Background: an optimization exercise with open tools, aiming at small area, a short achievable clock period and few clock cycles. Do not read the settings as production practice.
No functional check of the RTL was part of any run shown here.
Power figures rest on the tool's default switching activity, not on a simulated workload.

## flow/design.v (module list and top-level ports; edited modules follow where they fit)
// module vs_layout: 1722 lines
module vs_layout (
    input  wire        clk,
    input  wire        rst,
    input  wire        start,
    input  wire [4:0]  fmt,
    input  wire [14:0] w,
    input  wire [14:0] h,
    output reg         done,
    output wire [3:0]  errcode,    
    output wire [1:0]  nplanes,
    output wire [31:0] total,
    output wire [14:0] p0_w, p1_w, p2_w,
    output wire [14:0] p0_h, p1_h, p2_h,
    output wire [16:0] p0_stride, p1_stride, p2_stride,
    output wire [31:0] p0_offset, p1_offset, p2_offset,
    output wire [31:0] p0_size, p1_size, p2_size,
    output wire [1:0]  p0_role, p1_role, p2_role
);
  // ...
==> flow/flow/run.sh <==
#!/bin/bash
# The standard layout, with the port buffers made of the plain buffer
# sky130_fd_sc_hd__buf_1 instead of ORFS's default choice (a delay cell),
# and timing repair aiming at a setup slack of 6.2 ns.
set -euo pipefail
cd "$(dirname "$0")/.."
export BUFFER_PORTS_ARGS="-buffer_cell sky130_fd_sc_hd__buf_1"
bash standard.sh SETUP_SLACK_MARGIN=6.2 finish > standard_flow.log 2>&1
==> flow/standard.sh <==
#!/bin/bash
# synth_recipe.tcl (not shown) runs the flow's synth.tcl, then flattens the netlist and writes it again
# the make line also repeats each setting of config.mk as NAME=value (left out here)
make -C /OpenROAD-flow-scripts/flow DESIGN_CONFIG=/design/flow/config.mk WORK_HOME=/design/flow/orfs CLKGATE_MAP_FILE= SYNTH_SCRIPT=/design/flow/synth_recipe.tcl "${@:-finish}"
==> flow/config.mk <==
export PLATFORM = sky130hd
export DESIGN_NAME = vs_layout
export DESIGN_NICKNAME = vs_layout
export VERILOG_FILES = /design/flow/design.v
export SDC_FILE = /design/flow/constraint.sdc
export NUM_CORES = 4
export LEC_CHECK = 0
export ABC_AREA = 1
export CAP_MARGIN = 20
export CORE_MARGIN = 2
export CORE_UTILIZATION = 68
export SETUP_SLACK_MARGIN = 5
export SLEW_MARGIN = 20
==> flow/constraint.sdc <==
create_clock -name core_clock -period 14.0 [get_ports {clk}]
set_input_delay 2.8000 -clock core_clock [delete_from_list [all_inputs] [get_ports {clk}]]
set_output_delay 2.8000 -clock core_clock [all_outputs]
set_load 0.01 [all_outputs]
==> notes.md, run 1 <==
Run status
The flow ran to the end and the layout has no timing, DRC or antenna violations.

Layout
The inverter count is 518. In the final design database the tool counted 3570 nets. The non-clock buffering overhead in the final layout is 0.07192. Leaving out fill and tap cells, the most frequent cells in the layout are 555 x nand2_1, 487 x inv_1, 334 x buf_1, 327 x nor2_1, 216 x fa_1. Sequential cells placed in the final layout were counted as 128. The sequential share of cell area is 0.1142.

Worst setup path
In this run the worst path has a maximum fanout of 7. The critical path goes through fa_1, ha_4, nand2_1, nand2_1, a21oi_2, nand2_4, fa_1, xnor2_1, o22ai_1, nor2_2, nor2_4, ha_4, a21o_1, a31oi_1, nand2_2, nand2_1, nand2_2, fa_1, xnor2_1, nor2_1, buf_2. The buffering stage count on the worst path with inverters included is 1.

Data arrives at the worst endpoint at 4.84 ns.

Clocking
Post-CTS timing repair inserted 7 buffers for setup. TritonCTS built the clock tree. The root buffer cell is clkbuf_16.

The number of clock buffers added by TritonCTS is 17. The clock slew seen by the registers of the worst setup and hold paths is 0.06 ns. The post-cts hold buffer count is 0.

STA
The final max-slew violation count was 0. The final hold violation count was 0. The worst pin sits at a relative slew slack of 0.2698. Dividing the final minimum period by the clock period gives 0.5460.

Synthesis
In this run, synthesis produced a sequential element count of 128. For this run, the register share of the synthesized area comes to 0.1238. The post-synthesis cell area is 20700 um2.

Of the total synthesized cell area, the portion taken by AND, OR, NAND and NOR gates is 0.2487. Of the post-synthesis cell area, the dominant cell type holds 0.2137. The post-synthesis cell type count is 57.

Power and ir drop
In this run, power in flip-flops and latches comes to 568 uW. Dividing total power by cell area gives a power density of 242.5 nW/um2. The overall power is 5460 uW.

Detailed routing
The count of nets left with antenna violations after detail routing is 0. After detailed routing, the number of remaining DRC violations is 0. The first TritonRoute pass finished after 8 iterations. The wire length on met2 is 28480 um.

Worst hold path
The tightest min-delay check is of the in -> reg type.

Global route
The initial antenna violation count came to 2. The global routing met2 resource utilization is 0.6134. Entering global routing, the biggest net connects 61 pins.

Placed design
The count of buffers inserted at the top-level ports is 355.

Floorplan
In this run the horizontal extent of the chip is 178.5 um.
==> run 2, diff against run 1 <==
--- a/flow/config.mk
+++ b/flow/config.mk
@@ -8,6 +8,6 @@
 export ABC_AREA = 1
 export CAP_MARGIN = 20
 export CORE_MARGIN = 2
-export CORE_UTILIZATION = 68
+export CORE_UTILIZATION = 60
 export SETUP_SLACK_MARGIN = 5
 export SLEW_MARGIN = 20
==> notes.md, run 2 <==
Floorplan
The chip height is 189.8 um (was 178.5 um). The die area is 36010 um2 (was 31860 um2). The starting density of the core was 0.6039 (was 0.6949). The number of placement rows is 68 (was 63).

The I/O pin count is 416 (unchanged). The horizontal extent of the die is 189.8 um (was 178.5 um). The area of the core region is 34290 um2 (was 29800 um2).

STA
The shortest period the worst path allows is 7.646 ns (was 7.644 ns). The final hold violation count is 0 (unchanged). The maximum clock frequency is 130.8 MHz (about the same). The tightest slew margin relative to the limit is 0.4439 (was 0.2698). The final max-slew violation count came to 0 (unchanged). The setup TNS after final layout is 0 ns (unchanged). The number of setup violations in the final report is 0 (unchanged). The final worst-path cycle share was 0.5461 (was 0.5460). Setup repair after global routing missed its margin: true (was false). The transition at the pin with the smallest max-transition slack was 0.8341 ns (was 1.095 ns).

Global route
The largest net degree at the start of global routing is 80 (was 61). The wire length of the first global-routing pass is 97440 um (was 93770 um). The total congestion overflow after global routing is 0 (unchanged). The overall global routing resource usage was 0.3438 (was 0.3751).

The via count of the first global-routing pass is 18.79k (was 18.66k). The initial antenna violation count was 0 (was 2).

Clocking
The total clock buffers created by CTS came to 17 (unchanged). The root buffer cell is clkbuf_16 (unchanged). The H-tree level count came to 4 (unchanged). The clock sink total is 128 (unchanged). The worst-case clock buffer depth came to 2 (unchanged). The clock tree from TritonCTS is done (unchanged). The clock slew seen by the registers of the worst setup and hold paths is 0.06 ns (about the same).

Synthesis
The post-synthesis cell count was 2941 (unchanged). The post-synthesis cell area is 20700 um2 (unchanged). The mean area per synthesized cell is 7.040 um2 (unchanged). The share of the synthesized area in compound gates (AO/OA/AOI/OAI) came to 0.09753 (unchanged).

The fraction of the mapped netlist area in adder cells was 0.3176 (unchanged). The leading register cell type out of synthesis is dfxtp_1 (unchanged). The area fraction in and, or, nand and nor cells after synthesis was 0.2487 (unchanged). The parity-gate share of the synthesized area counting xor and xnor cells came to 0.03046 (unchanged).

The biggest area consumer among synthesized cells was fa_1 (unchanged). The fraction of registers with async set/reset is 0 (unchanged). The count of flip-flops with a built-in enable after synthesis is 0 (unchanged). The post-synthesis cell type count came to 57 (unchanged). The main combinational cell family by area after synthesis was adder cells (unchanged). The fraction of post-synthesis cell area in the top cell type by area is 0.2137 (unchanged). The most repeated cell in the gate-level netlist after synthesis is nand2_1 (unchanged). Top cells by area in the synthesized netlist: fa_1 21%, dfxtp_1 12%, nand2_1 11%, ha_1 10%, inv_1 9.0% (unchanged).

The register bit count reported by yosys is 128 (unchanged). The proportion of synthesized chip area in sequential cells came to 0.1238 (unchanged). Commonest cells in the synthesized netlist: 580 x nand2_1, 495 x inv_1, 336 x nor2_1, 221 x fa_1, 201 x buf_4 (unchanged). The multiplexer share of the synthesized area was 0 (unchanged). The synthesis warning total is 1 (unchanged).

Detailed routing
The final wirelength is 62600 um (was 61690 um). The count of TritonRoute iterations in the first routing pass came to 6 (was 8). The count of nets left with antenna violations after detail routing is 0 (unchanged).

The detail-routed net length per standard cell is 17.32 um (was 17.41 um). The DRC violation count after routing is 0 (unchanged). The via count normalized by instance count is 5.457 (was 5.653). The via count of the routed design is 19.73k (was 20.03k). The iteration-0 DRC count of the detailed router was 1444 (was 1616).

Layout
The layout filler cell count is 3149 (was 2432). The area added between synthesis and finish is 10.33% (was 8.720%). Largest registers: qc: 28 flops, qs: 28 flops, tr: 17 flops (unchanged). The final-stage net count is 3578 (was 3570). The most common library cell in the layout ignoring fill and taps is nand2_1 (unchanged).

Most used cells in the layout excluding fill and tap cells: 548 x nand2_1, 486 x inv_1, 335 x buf_1, 323 x nor2_1, 214 x fa_1 (was 555 x nand2_1, 487 x inv_1, 334 x buf_1, 327 x nor2_1, 216 x fa_1). The number of inserted diodes is 0 (was 1). The share of post-route cells with drive strength above 1 is 0.09620 (was 0.08756).

The non-filler instance count after layout is 3615 (was 3543).

Worst setup path
The highest net fanout along the worst path came to 13 (was 7). The category of the critical setup timing path is reg -> out (unchanged). Cell chain of the critical path: fa_1, ha_4, nand2_1, nand2_1, nand2_1, nand2_2, a21oi_4, nand2_8, fa_2, a21oi_1, o21a_1, a21oi_4, buf_4, ha_1, a21oi_2, nor2_1, nor2_2, o21bai_2, nand2_2, nand3_4, a21oi_2, nand3_1, nand2_1, buf_1 (was fa_1, ha_4, nand2_1, nand2_1, a21oi_2, nand2_4, fa_1, xnor2_1, o22ai_1, nor2_2, nor2_4, ha_4, a21o_1, a31oi_1, nand2_2, nand2_1, nand2_2, fa_1, xnor2_1, nor2_1, buf_2). The worst endpoint data arrival time is 4.85 ns (was 4.84 ns). The stage delay of the slowest cell on the critical path was 0.60 ns (about the same). The worst path required time is 11.20 ns (about the same). The startpoint type of the worst setup path is a register (unchanged). The most frequent cell on the critical path is nand2_1. The slowest cell on the critical path is fa_1 (unchanged).

The critical path capture point type was an output pin (unchanged).

Placed design
The count of buffers inserted at the top-level ports is 355 (unchanged). The placed wire-length estimate came to 49530 um (was 48150 um). The final weighted congestion of routability-driven global placement was 0.9481 (was 0.9823). The cell count after placement is 3549 (was 3482).

Worst hold path
The number of stages on the worst hold path is 2 (unchanged). The worst min-delay path class is in -> reg (unchanged).

Power and ir drop
The static leakage power came to 0.01165 uW (was 0.01158 uW). The worst ir drop on vdd is 222.3 uV (was 142.6 uV). The total power density per cell area is 242.5 nW/um2 (about the same).

Flow run
The number of max-capacitance violations reported is 0 (unchanged).

Run status
Run status: timing/DRC/antenna clean (unchanged).
==> run 2: cell count changes in the layout (fill, tap and decap cells not counted), sizes merged <==
cell and delta:
diode -1, inv -1, buf +6, bufinv +2
clkinvlp +1, clkinv -4, clkbuf +4
==> run 2: power by group <==
part	switching, uW	internal, uW	total (uW)	leakage, uW
logic	2880	1640	4510	0.0103
clock network	187	270	457	0.000286
registers	101	469	569	0.00107
total	3160	2380	5540	0.0116
==> run 2: final cells by class <==
type / count / area [um2] / share of cell area
clock buffer: 19 / 442.9 / 0.01939
tap: 455 / 569.3 / 0.02492
clock inverter: 13 / 152.6 / 0.006682
sequential: 128 / 2574 / 0.1127
timing repair buffer: 396 / 1684 / 0.07373
multi-input combinational: 2086 / 15460 / 0.6768
inverter: 518 / 1959 / 0.08578
==> run 2: worst max-delay path: cells and delay by family, from the launching register on <==
family / cells / cell delay [ns]
AND/OR/NAND/NOR: 11 / 1.08
AO/OA/AOI/OAI: 7 / 1.11
flip-flops: 1 / 0.33
buffers and inverters: 2 / 0.35
adder cells (fa/ha/maj): 4 / 1.53
==> run 2: what timing repair did <==
action	CTS	global route
pin swaps	11	34
setup buffers	5	29
resized for setup	58	148
endpoints found under the setup margin	54	65
hold buffers	0	0
==> run 2: worst paths after layout <==
kind,startpoint,endpoint,slack (ns)
max,qs[9],total[28],6.35
min,rst,done,2.51
==> run 2: per-layer routing <==
| metal | share of wire | track usage | vias to the layer above |
|---|---|---|---|
| met3 | 0.073 | 0.05018 | 123 |
| li1 | - | - | 9298 |
| met2 | 0.47 | 0.5686 | 923 |
| met5 | 0 | 0 | - |
| met1 | 0.42 | 0.4529 | 9384 |
| met4 | 0.035 | 0.1431 | 0 |
==> run 2: kinds of logic (layout without fill, tap and decap cells) <==
kind of cell / after synthesis / count (layout)
and+or+nand+nor: 1212 / 1212
other: 2 / 61
xor gates and xnor gates: 72 / 72
buffers and inverters: 786 / 946
DFF: 128 / 128
adders and majority gates: 393 / 393
AOI/OAI and AO/OA: 348 / 348
==> run 2: per-stage QoR <==
stage / total power (uW) / cell area, um2 / utilization / worst slack [ns] / hold slack (ns)
2_1_floorplan: 3789 / 20930 / - / 6.460 / 2.828
3_3_place_gp: 4407 / 21070 / 0.6145 / 5.547 / 2.953
3_5_place_dp: 4518 / 21070 / 0.6145 / 5.406 / 2.957
4_1_cts: 5099 / 21960 / 0.6404 / 6.146 / 2.494
5_1_grt: 6084 / 22840 / 0.6662 / 6.075 / 2.501
6_report: 5540 / 22840 / 0.6662 / 6.354 / 2.509
==> run 3, diff against run 2 <==
--- a/flow/flow/run.sh
+++ b/flow/flow/run.sh
@@ -5,4 +5,4 @@
 set -euo pipefail
 cd "$(dirname "$0")/.."
 export BUFFER_PORTS_ARGS="-buffer_cell sky130_fd_sc_hd__buf_1"
-bash standard.sh SETUP_SLACK_MARGIN=6.2 finish > standard_flow.log 2>&1
+bash standard.sh SETUP_SLACK_MARGIN=6.2 RECOVER_POWER=50 finish > standard_flow.log 2>&1
==> notes.md, run 3 <==
Layout
The share of post-route cells with drive strength above 1 is 0.08228 (was 0.09620). Largest registers: qc: 28 flops, qs: 28 flops, tr: 17 flops (unchanged). The final-stage net count is 3578 (unchanged). The most common library cell in the layout ignoring fill and taps is nand2_1 (unchanged).

The number of inserted diodes was 0 (unchanged). The layout filler cell count is 3174 (was 3149). Most used cells in the layout excluding fill and tap cells: 559 x nand2_1, 489 x inv_1, 324 x nor2_1, 320 x buf_1, 214 x fa_1 (was 548 x nand2_1, 486 x inv_1, 335 x buf_1, 323 x nor2_1, 214 x fa_1). The area added between synthesis and finish is 9.506% (was 10.33%).

Synthesis
The post-synthesis cell count is 2941 (unchanged). The register bit count reported by yosys was 128 (unchanged). The mean area per synthesized cell is 7.040 um2 (unchanged).

The most repeated cell in the gate-level netlist after synthesis is nand2_1 (unchanged). The biggest area consumer among synthesized cells is fa_1 (unchanged). The fraction of registers with async set/reset is 0 (unchanged).

The leading register cell type out of synthesis was dfxtp_1 (unchanged). Top cells by area in the synthesized netlist: fa_1 21%, dfxtp_1 12%, nand2_1 11%, ha_1 10%, inv_1 9.0% (unchanged). The fraction of the mapped netlist area in adder cells was 0.3176 (unchanged). The main combinational cell family by area after synthesis was adder cells (unchanged).

The fraction of post-synthesis cell area in the top cell type by area was 0.2137 (unchanged). The share of the synthesized area in compound gates (AO/OA/AOI/OAI) is 0.09753 (unchanged). The post-synthesis cell type count is 57 (unchanged). The synthesis warning total is 1 (unchanged). The post-synthesis cell area came to 20700 um2 (unchanged). The multiplexer share of the synthesized area is 0 (unchanged). The count of flip-flops with a built-in enable after synthesis was 0 (unchanged). Commonest cells in the synthesized netlist: 580 x nand2_1, 495 x inv_1, 336 x nor2_1, 221 x fa_1, 201 x buf_4 (unchanged). The area fraction in and, or, nand and nor cells after synthesis was 0.2487 (unchanged). The parity-gate share of the synthesized area counting xor and xnor cells is 0.03046 (unchanged).

The proportion of synthesized chip area in sequential cells is 0.1238 (unchanged).

STA
The transition at the pin with the smallest max-transition slack came to 2.916 ns (was 0.8341 ns). The tightest slew margin relative to the limit is -0.9440 (was 0.4439). The slack of the critical path came to 5.209 ns (was 6.354 ns). The final worst-path cycle share was 0.6279 (was 0.5461). The final hold violation count is 0 (unchanged). The maximum clock frequency is 113.8 MHz (was 130.8 MHz). The final max-slew violation count is 106 (was 0). The setup TNS after final layout was 0 ns (unchanged). Setup repair after global routing missed its margin: true (unchanged). The number of setup violations in the final report is 0 (unchanged).

The shortest period the worst path allows was 8.791 ns (was 7.646 ns).

Power and ir drop
The total power density per cell area is 243.4 nW/um2 (was 242.5 nW/um2). The static leakage power is 0.01156 uW (was 0.01165 uW). The worst ir drop on vdd is 222.5 uV (was 222.3 uV).

Floorplan
The area of the core region is 34290 um2 (unchanged). The horizontal extent of the die is 189.8 um (unchanged). The number of placement rows came to 68 (unchanged). The I/O pin count came to 416 (unchanged). The starting density of the core is 0.6039 (unchanged). The chip height is 189.8 um (unchanged). The die area is 36010 um2 (unchanged).

Worst setup path
The worst endpoint data arrival time is 9.16 ns (was 4.85 ns). The stage delay of the slowest cell on the critical path came to 1.42 ns (was 0.60 ns). The category of cells accounting for the largest share of critical-path delay is simple AND/OR/NAND/NOR gates (was adder cells). The category of the critical setup timing path was in -> reg (was reg -> out). The most frequent cell on the critical path is nor2_1 (was nand2_1). The worst path required time came to 14.37 ns (was 11.20 ns). Cell chain of the critical path: buf_1, nor2_1, nor2_1, nor2_1, inv_1, nand2_1, inv_1, a21oi_1, nand2_2, nand2_2, nand2_1, nor2_2, inv_1, fa_1, o21ai_0, nand3_1, o2111ai_1, a21oi_1, nor2_1 (was fa_1, ha_4, nand2_1, nand2_1, nand2_1, nand2_2, a21oi_4, nand2_8, fa_2, a21oi_1, o21a_1, a21oi_4, buf_4, ha_1, a21oi_2, nor2_1, nor2_2, o21bai_2, nand2_2, nand3_4, a21oi_2, nand3_1, nand2_1, buf_1). The buffering stage count on the worst path with inverters included came to 4 (was 2).

The critical path capture point type is a register (was output pin). The startpoint type of the worst setup path was a primary input (was register). The slowest cell on the critical path is a21oi_1 (was fa_1).

The highest net fanout along the worst path is 18 (was 13).

Clocking
The clock slew seen by the registers of the worst setup and hold paths is 0.06 ns (about the same). The clock tree from TritonCTS is done (unchanged). The H-tree level count is 4 (unchanged).

The worst-case clock buffer depth is 2 (unchanged). The clock sink total came to 128 (unchanged). The root buffer cell was clkbuf_16 (unchanged). The total clock buffers created by CTS came to 17 (unchanged).

Detailed routing
The via count of the routed design was 19.70k (was 19.73k). The DRC violation count after routing came to 0 (unchanged). The via count normalized by instance count was 5.450 (was 5.457). The count of nets left with antenna violations after detail routing is 0 (unchanged).

The iteration-0 DRC count of the detailed router is 1407 (was 1444). The count of TritonRoute iterations in the first routing pass came to 6 (unchanged). The final wirelength is 62600 um (about the same). The detail-routed net length per standard cell is 17.32 um (about the same).

Global route
The largest net degree at the start of global routing is 80 (unchanged). The wire length of the first global-routing pass came to 97440 um (unchanged). The via count of the first global-routing pass is 18.79k (unchanged). The initial antenna violation count is 0 (unchanged).

The overall global routing resource usage is 0.3438 (unchanged). The total congestion overflow after global routing is 0 (unchanged).

Placed design
The pre-CTS worst setup slack came to 5.406 ns (unchanged). The placed wire-length estimate came to 49530 um (unchanged). The count of buffers inserted at the top-level ports is 355 (unchanged). The final weighted congestion of routability-driven global placement is 0.9481 (unchanged).

Run status
Run status: finished with violations (was timing/DRC/antenna clean). The layout checks failed on capacitance limit, slew limit.

Flow run
The number of max-capacitance violations reported is 3 (was 0).

Worst hold path
The worst min-delay path class is in -> reg (unchanged).
-- run 3: cell counts after synthesis --
No cell type changed its count.
-- run 3: power by group --
group	total [uW]	switching (uW)	internal [uW]
sequential	569	100	469
clock	457	187	270
combinational	4490	2860	1630
-- run 3: what timing repair did --
item | in CTS | in global routing
setup buffers | 5 | 29
hold buffers | 0 | 0
cloned | 0 | 0
pin swaps | 11 | 34
resized for setup | 58 | 148
endpoints found under the setup margin | 54 | 65
endpoints found under the hold margin | 0 | 0
-- run 3: path summary, 6_finish.rpt --
path | startpoint | end | cells after the start
setup / recovery | fmt[1] | tr[16] | 19
hold / removal | rst | done | 2
-- run 3: layer usage --
metal  track usage  wire, um  up-vias
met5             0         0        -
met4        0.1431      2204        0
met3       0.05018      4506      119
met2        0.5686     29240      870
met1        0.4529     26650     9414
li1              -         -     9300
-- run 3: area by class of cell --
cell class | count | area [um2] | area share
clock inverters | 13 | 152.6 | 0.006733
inverters | 518 | 1959 | 0.08642
flip-flops and latches | 128 | 2571 | 0.1134
well taps | 455 | 569.3 | 0.02511
multi-input cells | 2086 | 15330 | 0.6762
clock buffers | 19 | 442.9 | 0.01954
repair buffers | 396 | 1647 | 0.07262
-- run 3: logic make-up (layout without fill, tap and decap cells) --
logic type,count (synthesis),after routing
AND/OR/NAND/NOR,1212,1212
buffers and inverters,786,946
adder cells (fa/ha/maj),393,393
AO/OA/AOI/OAI,348,348
flip-flops,128,128
XOR/XNOR,72,72
other,2,61
-- run 3: per-stage QoR --
step / power, uW / std cells / instance area [um2] / hold WS, ns / utilization
3_5_place_dp: 4518 / 3549 / 21070 / 2.957 / 0.6145
3_3_place_gp: 4407 / 3549 / 21070 / 2.953 / 0.6145
5_1_grt: 6067 / 3615 / 22670 / 2.512 / 0.6613
4_1_cts: 5099 / 3586 / 21960 / 2.494 / 0.6404
2_1_floorplan: 3789 / 3000 / 20930 / 2.828 / -
6_report: 5518 / 3615 / 22670 / 2.507 / 0.6613

==> static timing again, ports no longer ideal <==
In the flow no input, the clock included, has a driving cell. The finished layouts below were timed again as built, in two steps. Step 1, drivers: a clkbuf_16 drives clk and a buf_2 each remaining input, both assumed. Step 2 times the ports against the registers' clock, not the clock port: input delays grow and output delays shrink by t, the midpoint of the rising clock arrivals with the driver on. a / b / c = ideal / step 1 / step 2; a / b = the first two.
| run | t (ns) | slack for setup (ns) | hold slack, ns | worst setup path at the end | clock arrival spread, ns |
|---|---|---|---|---|---|
| run 1 | 0.483 | 6.356 / 6.307 / 5.908 | 2.525 / 2.497 / 2.980 | input to register | 0.011 / 0.011 |
| run 2 | 0.484 | 6.354 / 6.303 / 6.013 | 2.509 / 2.482 / 2.966 | input to register | 0.016 / 0.015 |
| run 3 | 0.483 | 5.209 / 5.240 / 4.757 | 2.507 / 2.480 / 2.963 | input to register | 0.013 / 0.014 |
The setup slack of run 3, which loses most, moves by +0.031 ns with the drivers and by -0.452 ns with both steps.
